Source: an optimization exercise on an open RTL-to-GDS flow (aim: small area). Production flows keep margins and buffers that such runs may drop.
In this exercise RTL edits were held to simulation tests only and were not proved equivalent to the original.

==> inputs of try-garnet <==
==> flow/design.v (excerpt) <==
module acc (
    input  wire        clk,
    input  wire        rst,
    input  wire        req_valid,
    input  wire [31:0] req_word,
    output wire        rsp_valid,
    output wire [31:0] rsp_word
);
==> module acc, before the edit <==
module acc (
    input  wire        clk,
    input  wire        rst,
    input  wire        req_valid,
    input  wire [31:0] req_word,
    output wire        rsp_valid,
    output wire [31:0] rsp_word
);
    wire [3:0]  op = req_word[31:28];
    wire [23:0] a  = req_word[23:0];
    reg        seq_bnd;
    reg  [7:0] seq_cur;
    wire       seq_active = !(seq_bnd && seq_cur[7:5] == 3'b111 && (seq_cur[4] || seq_cur[3]));
    wire op_norm  = op == 4'h1;
    wire op_brt   = op == 4'h2;
    wire op_rgb   = op == 4'h3;
    wire op_grey  = op == 4'h4;
    wire op_rgb24 = op == 4'h5;
    wire op_var   = op == 4'h6;
    wire op_cls   = op == 4'h7;
    wire op_code  = op == 4'h8;
    wire op_nrgb  = op == 4'h9;
    wire op_ngrey = op == 4'hA;
    wire op_nrgb24= op == 4'hB;
    wire op_start = op == 4'hC;
    wire op_next  = op == 4'hD;
    wire z_hi  = a[23:11] == 13'd0;
    wire z_mid = a[10:8] == 3'd0;
    wire z_8_5 = a[8:5] == 4'd0;
    wire z_7_3 = a[7:3] == 5'd0;
    wire z_8_3 = a[8:3] == 6'd0;
    wire [1:0] tag = a[10:9];
    wire       c24 = op[2] | (op[3] & op[1]);  
    wire [2:0] s_r, s_g, s_b;
    acc_scale24 u_scale_r (.c(a[23:16]), .level(s_r));
    acc_scale24 u_scale_g (.c(a[15:8]),  .level(s_g));
    acc_scale24 u_scale_b (.c(a[7:0]),   .level(s_b));
    wire [2:0] ch_r = op_var ? a[8:6] : c24 ? s_r : a[18:16];
    wire [2:0] ch_g = op_var ? a[5:3] : c24 ? s_g : a[10:8];
    wire [2:0] ch_b = (c24 && !op_var) ? s_b : a[2:0];
    wire [7:0] rgb_code;
    acc_rgb_code u_rgb_code (.red(ch_r), .green(ch_g), .blue(ch_b), .code(rgb_code));
    wire [7:0] rr = op_var ? {5'd0, a[8:6]} : a[23:16];
    wire [7:0] rg = op_var ? {5'd0, a[5:3]} : a[15:8];
    wire [7:0] rb = op_var ? {5'd0, a[2:0]} : a[7:0];
    wire bad_r = rr[7:3] != 5'd0 || (rr[2] && rr[1]);
    wire bad_g = rg[7:3] != 5'd0 || (rg[2] && rg[1]);
    wire bad_b = rb[7:3] != 5'd0 || (rb[2] && rb[1]);
    wire rgb_bad = bad_r | bad_g | bad_b;
    wire [7:0] rgb_bad_value = bad_r ? rr : bad_g ? rg : rb;
    wire grey_bad = a[7:5] != 3'd0 || (a[4] && a[3]);
    wire [7:0] grey_code = {3'b111, a[4] | a[3], ~a[3], a[2:0]};
    wire [10:0] cls_var;
    acc_classify u_classify (.code(a[7:0]), .var_out(cls_var));
    reg  [1:0]  status;
    reg  [10:0] data;
    always @* begin
        status = 2'd0;
        data   = 11'd0;
        if (req_word[27:24] != 4'd0) begin
            status = 2'd2;
        end else if (op_norm || op_brt) begin
            if (!(z_hi && z_mid && z_7_3)) status = 2'd2;
            else data = {7'd0, op_brt, a[2:0]};
        end else if (op_rgb || op_nrgb || (op_var && tag == 2'd2 && z_hi)) begin
            if (rgb_bad) begin
                status = 2'd1;
                data   = {3'd0, rgb_bad_value};
            end else if (op_nrgb) data = {2'b10, ch_r, ch_g, ch_b};
            else                  data = {3'd0, rgb_code};
        end else if (op_rgb24) begin
            data = {3'd0, rgb_code};
        end else if (op_nrgb24) begin
            data = {2'b10, ch_r, ch_g, ch_b};
        end else if (op_var) begin
            if (!z_hi) status = 2'd2;
            else if (!tag[1]) begin
                if (!z_8_3) status = 2'd2;
                else data = {7'd0, tag[0], a[2:0]};
            end else begin
                if (!z_8_5) status = 2'd2;
                else if (grey_bad) begin
                    status = 2'd1;
                    data   = {3'd0, a[7:0]};
                end else data = {3'd0, grey_code};
            end
        end else if (op_grey || op_ngrey || op_cls || op_code) begin
            if (!(z_hi && z_mid)) status = 2'd2;
            else if (op_cls)  data = cls_var;
            else if (op_code) data = {3'd0, a[7:0]};
            else if (grey_bad) begin
                status = 2'd1;
                data   = {3'd0, a[7:0]};
            end else if (op_grey) data = {3'd0, grey_code};
            else data = {2'b11, 4'd0, a[4:0]};
        end else if (op_start) begin
            if (!(z_hi && z_mid && z_7_3) || a[2] && (a[1] || a[0])) status = 2'd2;
        end else if (op_next) begin
            if (!(z_hi && z_mid && a[7:0] == 8'd0)) status = 2'd2;
            else if (!seq_active) status = 2'd3;
            else data = {3'd0, seq_cur};
        end else begin
            status = 2'd2;
        end
    end
    wire accept  = req_valid && !rst;
    wire legal_start = op_start && status == 2'd0;
    wire legal_next  = op_next && status == 2'd0;
    wire seq_end = seq_cur[2:0] == 3'b111 &&
                   (seq_bnd ? (seq_cur[7:4] == 4'd0 || seq_cur[7:5] == 3'b111)
                            : seq_cur[7:3] == 5'b11111);
    wire [7:0] sel_first = (a[2:0] == 3'd2) ? 8'd8 : (a[2:0] == 3'd3) ? 8'd16 :
                           (a[2:0] == 3'd4) ? 8'd232 : 8'd0;
    wire do_start = accept && legal_start;
    wire do_inc   = accept && legal_next;
    wire do_stop  = rst || (accept && legal_next && seq_end);
    wire [8:0] inc_c;
    wire [7:0] inc_s;
    assign inc_c[0] = do_inc;
    genvar k;
    generate
        for (k = 0; k < 8; k = k + 1) begin : g_inc
            assign inc_s[k]   = seq_cur[k] ^ inc_c[k];
            assign inc_c[k+1] = seq_cur[k] & inc_c[k];
        end
    endgenerate
    always @(posedge clk) begin
        if (do_start) begin
            seq_cur <= sel_first;
            seq_bnd <= a[2:0] == 3'd1 || a[2:0] == 3'd2 || a[2:0] == 3'd3;
        end else begin
            seq_cur <= inc_s | (do_stop ? 8'd232 : 8'd0);
            seq_bnd <= seq_bnd || do_stop;
        end
    end
    assign rsp_valid = accept;
    assign rsp_word  = {2'b00, status, 4'd0, 13'd0, data};
endmodule
export LEC_CHECK = 0
export CAP_MARGIN = 20
export CORE_MARGIN = 2
export CORE_UTILIZATION = 40
export SLEW_MARGIN = 20
create_clock -name core_clock -period 20.0 [get_ports {clk}]
standard.sh (not shown) runs the stock make flow with config.mk's settings and CLKGATE_MAP_FILE= SYNTH_SCRIPT=/design/flow/synth_recipe.tcl, a recipe that flattens the netlist after the stock synthesis.
==> flow/flow/run.sh <==
#!/bin/bash
# Own layout flow: the standard synthesis, then the combinational logic
# between the registers re-optimised for area with ABC (registers kept as
# they are, with their names and cell types; several ABC seeds, the smallest
# result kept), then the standard layout steps, with one tie cell for the
# constant outputs and buf_1 port buffers.
set -euo pipefail
HERE=$(pwd)
RES=$HERE/orfs/results/$FLOW_PLATFORM/acc/base
YOSYS=$FLOW_HOME/../tools/install/yosys/bin/yosys
[ -x "$YOSYS" ] || YOSYS=$(command -v yosys)
LIB=$FLOW_HOME/platforms/sky130hd/lib/sky130_fd_sc_hd__tt_025C_1v80.lib

bash standard.sh synth > $HERE/1_synth_std.log 2>&1
cp $RES/1_2_yosys.v $HERE/1_2_yosys_std.v

SEEDS="1 2 3 4"
for s in $SEEDS; do
  sed "s/@SEED@/$s/" $HERE/flow/area.abc > $HERE/area_$s.abc
  LIB=$LIB IN=$HERE/1_2_yosys_std.v OUT=$HERE/1_2_yosys_opt_$s.v ABC_SCRIPT=$HERE/area_$s.abc \
    $YOSYS -c $HERE/flow/resynth.tcl > $HERE/resynth_$s.log 2>&1 &
done
wait
best=""; best_area=""
for s in $SEEDS; do
  a=$(awk '/Chip area for module/ {print $NF}' $HERE/1_2_yosys_opt_$s.v.stat 2>/dev/null || true)
  [ -n "$a" ] || continue
  echo "seed $s: area $a" >> $HERE/resynth_pick.log
  if [ -z "$best" ] || awk -v a=$a -v b=$best_area 'BEGIN{exit !(a<b)}'; then best=$s; best_area=$a; fi
done
echo "picked seed $best ($best_area)" >> $HERE/resynth_pick.log
cp $HERE/1_2_yosys_opt_$best.v $RES/1_2_yosys.v
rm -f $RES/1_synth.odb $RES/1_synth.sdc
bash standard.sh SKIP_REPAIR_TIE_FANOUT=1 \
  "BUFFER_PORTS_ARGS=-buffer_cell sky130_fd_sc_hd__buf_1" \
  "CTS_ARGS=-sink_clustering_enable -repair_clock_nets -dont_use_dummy_load -buf_list sky130_fd_sc_hd__clkbuf_4" \
  finish > $HERE/layout.log 2>&1
==> flow/flow/area.abc <==
strash
&get -n
&deepsyn -T 240 -S @SEED@
&put
amap -m
topo
Other scripts of this flow, unchanged in this note and not shown: flow/flow/resynth.tcl
==> try-amber (differences from try-garnet) <==
==> flow/design.v (replaced) <==
module acc_scale24 (
    input  wire [7:0] c,
    output wire [2:0] level
);
    wire ge51  = c >= 8'd51;
    wire ge102 = c >= 8'd102;
    wire ge153 = c >= 8'd153;
    wire ge204 = c >= 8'd204;
    wire ge255 = c == 8'd255;
    assign level[2] = ge204;
    assign level[1] = ge102 & ~ge204;
    assign level[0] = (ge51 & ~ge102) | (ge153 & ~ge204) | ge255;
endmodule
module acc_rgb_code (
    input  wire [2:0] red,
    input  wire [2:0] green,
    input  wire [2:0] blue,
    output wire [7:0] code
);
    assign code = 8'd16 + 8'd36 * red + 8'd6 * green + blue;
endmodule
module acc_classify (
    input  wire [7:0]  code,
    output reg  [10:0] var_out
);
    wire [7:0] rem   = code - 8'd16;
    wire [7:0] red   = rem / 8'd36;
    wire [7:0] green = (rem / 8'd6) % 8'd6;
    wire [7:0] blue  = rem % 8'd6;
    always @* begin
        if (code[7:4] == 4'd0)
            var_out = {1'b0, code[3], 6'd0, code[2:0]};
        else if (code <= 8'd231)
            var_out = {2'd2, red[2:0], green[2:0], blue[2:0]};
        else
            var_out = {2'd3, 4'd0, code[4] & code[3], code[4] & ~code[3], code[2:0]};
    end
endmodule
module acc_var_encode;
endmodule
module acc (
    input  wire        clk,
    input  wire        rst,
    input  wire        req_valid,
    input  wire [31:0] req_word,
    output wire        rsp_valid,
    output wire [31:0] rsp_word
);
    wire [3:0]  op = req_word[31:28];
    wire [23:0] a  = req_word[23:0];
    reg        seq_bnd;
    reg  [7:0] seq_cur;
    wire       seq_active = !(seq_bnd && seq_cur[7:5] == 3'b111 && (seq_cur[4] || seq_cur[3]));
    wire [1:0] tag = a[10:9];            
    wire z_hi  = a[23:11] == 13'd0;
    wire z_mid = a[10:8] == 3'd0;
    wire z_lo  = a[7:3] == 5'd0;
    wire fmt_n = z_hi && z_mid && z_lo;               
    wire fmt_b = z_hi && z_mid;                       
    wire var_ok = z_hi && (tag[1] ? (!tag[0] || a[8:5] == 4'd0) : (a[8:3] == 6'd0));
    reg  ill;
    always @* begin
        case (op)
            4'h1, 4'h2:             ill = !fmt_n;
            4'h3, 4'h5, 4'h9, 4'hB: ill = 1'b0;
            4'h4, 4'h7, 4'h8, 4'hA: ill = !fmt_b;
            4'h6:                   ill = !var_ok;
            4'hC:                   ill = !fmt_n || (a[2] && (a[1] || a[0]));
            4'hD:                   ill = !(fmt_n && a[2:0] == 3'd0);
            default:                ill = 1'b1;
        endcase
        if (req_word[27:24] != 4'd0) ill = 1'b1;
    end
    wire       ch_v  = op[2] & op[1];
    wire       ch_s  = (op[2] & ~op[1]) | (op[3] & op[1]);
    wire [2:0] s_r, s_g, s_b;
    acc_scale24 u_scale_r (.c(a[23:16]), .level(s_r));
    acc_scale24 u_scale_g (.c(a[15:8]),  .level(s_g));
    acc_scale24 u_scale_b (.c(a[7:0]),   .level(s_b));
    wire [2:0] ch_r = ch_v ? a[8:6] : ch_s ? s_r : a[18:16];
    wire [2:0] ch_g = ch_v ? a[5:3] : ch_s ? s_g : a[10:8];
    wire [2:0] ch_b = ch_s ? s_b : a[2:0];
    wire [7:0] rgb_code;
    acc_rgb_code u_rgb_code (.red(ch_r), .green(ch_g), .blue(ch_b), .code(rgb_code));
    wire [4:0] hi_r = a[23:19];
    wire [4:0] hi_g = a[15:11];
    wire [4:0] hi_b = ch_v ? 5'd0 : a[7:3];
    wire bad_r = hi_r != 5'd0 || (ch_r[2] && ch_r[1]);
    wire bad_g = hi_g != 5'd0 || (ch_g[2] && ch_g[1]);
    wire bad_b = hi_b != 5'd0 || (ch_b[2] && ch_b[1]);
    wire rgb_bad = bad_r | bad_g | bad_b;
    wire [7:0] bad_val = bad_r ? {hi_r, ch_r} : bad_g ? {hi_g, ch_g} : {hi_b, ch_b};
    wire grey_bad = a[7:5] != 3'd0 || (a[4] && a[3]);
    wire [7:0] grey_code = {3'b111, a[4] | a[3], ~a[3], a[2:0]};
    wire [10:0] cls_var;
    acc_classify u_classify (.code(a[7:0]), .var_out(cls_var));
    wire idx8 = (op[1] & ~op[2]) | (op[2] & a[9]);
    reg  rng;
    reg  [10:0] raw;
    always @* begin
        rng = 1'b0;
        raw = 11'bx;
        case (op)
            4'h1, 4'h2, 4'h8: raw = {3'd0, a[7:4], a[3] | idx8, a[2:0]};
            4'h3: begin rng = rgb_bad; raw = rgb_bad ? {3'd0, bad_val} : {3'd0, rgb_code}; end
            4'h9: begin rng = rgb_bad; raw = rgb_bad ? {3'd0, bad_val} : {2'b10, ch_r, ch_g, ch_b}; end
            4'h5: raw = {3'd0, rgb_code};
            4'hB: raw = {2'b10, ch_r, ch_g, ch_b};
            4'h4: begin rng = grey_bad; raw = {3'd0, grey_bad ? a[7:0] : grey_code}; end
            4'hA: begin rng = grey_bad; raw = {!grey_bad, !grey_bad, 1'b0, a[7:0]}; end
            4'h7: raw = cls_var;
            4'hC: raw = 11'd0;
            4'hD: raw = {3'd0, seq_cur};
            4'h6: case (tag)
                2'd0, 2'd1: raw = {3'd0, a[7:4], a[3] | idx8, a[2:0]};
                2'd2: begin rng = rgb_bad; raw = {3'd0, rgb_bad ? bad_val : rgb_code}; end
                default: begin rng = grey_bad; raw = {3'd0, grey_bad ? a[7:0] : grey_code}; end
            endcase
            default: ;
        endcase
    end
    wire op_start = op == 4'hC;
    wire op_next  = op == 4'hD;
    wire end_seq  = op_next && !seq_active;
    wire [1:0]  status = {ill | end_seq, !ill & (rng | end_seq)};
    wire [10:0] data   = (ill | end_seq) ? 11'd0 : raw;
    wire accept  = req_valid && !rst;
    wire legal_start = op_start && !ill;
    wire legal_next  = op_next && !ill && seq_active;
    wire seq_end = seq_cur[2:0] == 3'b111 &&
                   (seq_bnd ? (seq_cur[7:4] == 4'd0 || seq_cur[7:5] == 3'b111)
                            : seq_cur[7:3] == 5'b11111);
    wire [7:0] sel_first = (a[2:0] == 3'd2) ? 8'd8 : (a[2:0] == 3'd3) ? 8'd16 :
                           (a[2:0] == 3'd4) ? 8'd232 : 8'd0;
    wire do_start = accept && legal_start;
    wire do_inc   = accept && legal_next;
    wire do_stop  = rst || (accept && legal_next && seq_end);
    wire [8:0] inc_c;
    wire [7:0] inc_s;
    assign inc_c[0] = do_inc;
    genvar k;
    generate
        for (k = 0; k < 8; k = k + 1) begin : g_inc
            assign inc_s[k]   = seq_cur[k] ^ inc_c[k];
            assign inc_c[k+1] = seq_cur[k] & inc_c[k];
        end
    endgenerate
    always @(posedge clk) begin
        if (do_start) begin
            seq_cur <= sel_first;
            seq_bnd <= a[2:0] == 3'd1 || a[2:0] == 3'd2 || a[2:0] == 3'd3;
        end else begin
            seq_cur <= inc_s | (do_stop ? 8'd232 : 8'd0);
            seq_bnd <= seq_bnd || do_stop;
        end
    end
    assign rsp_valid = accept;
    assign rsp_word  = {2'b00, status, 4'd0, 13'd0, data};
endmodule
==> flow/flow/area.abc (replaced) <==
strash
&get -n
&deepsyn -T 300 -S @SEED@
&put
amap -m
topo
==> notes <==
- Of try-amber and try-garnet, try-garnet has the higher design area (gap 5.4%, measured against try-garnet).
- Sequential cell count is the same in try-garnet and try-amber.
- Clock skew: try-garnet is lower than try-amber (0.018 ns).
- Die area: try-amber is smaller than try-garnet (5.8%).

==> separate check: timing with driven ports <==
No port has a modelled driver above. Below, the same layouts with a new extraction and two added sets of constraints.
Step 1: set_driving_cell puts a clkbuf_16 on clk and a buf_2 on each other input, an assumption about the parent block.
Step 2, shift: input delay + t, output delay - t, t = (earliest + latest rising clock arrival at the registers) / 2. This alone moves slack from input paths to output paths.
Slacks: ideal / step 1 / step 2; pairs: ideal / step 1.
| run | t (ns) | setup slack, ns | worst slew at a driven data input, ns |
|---|---|---|---|
| try-garnet | 0.286 | 7.846 / 7.823 / 7.823 | 0.04 |
| try-amber | 0.279 | 7.655 / 7.630 / 7.630 | 0.04 |
After both steps setup and hold are still met in every run listed. For try-amber, which loses most, drivers alone change the setup slack by -0.025 ns; drivers and shift together by -0.025 ns.
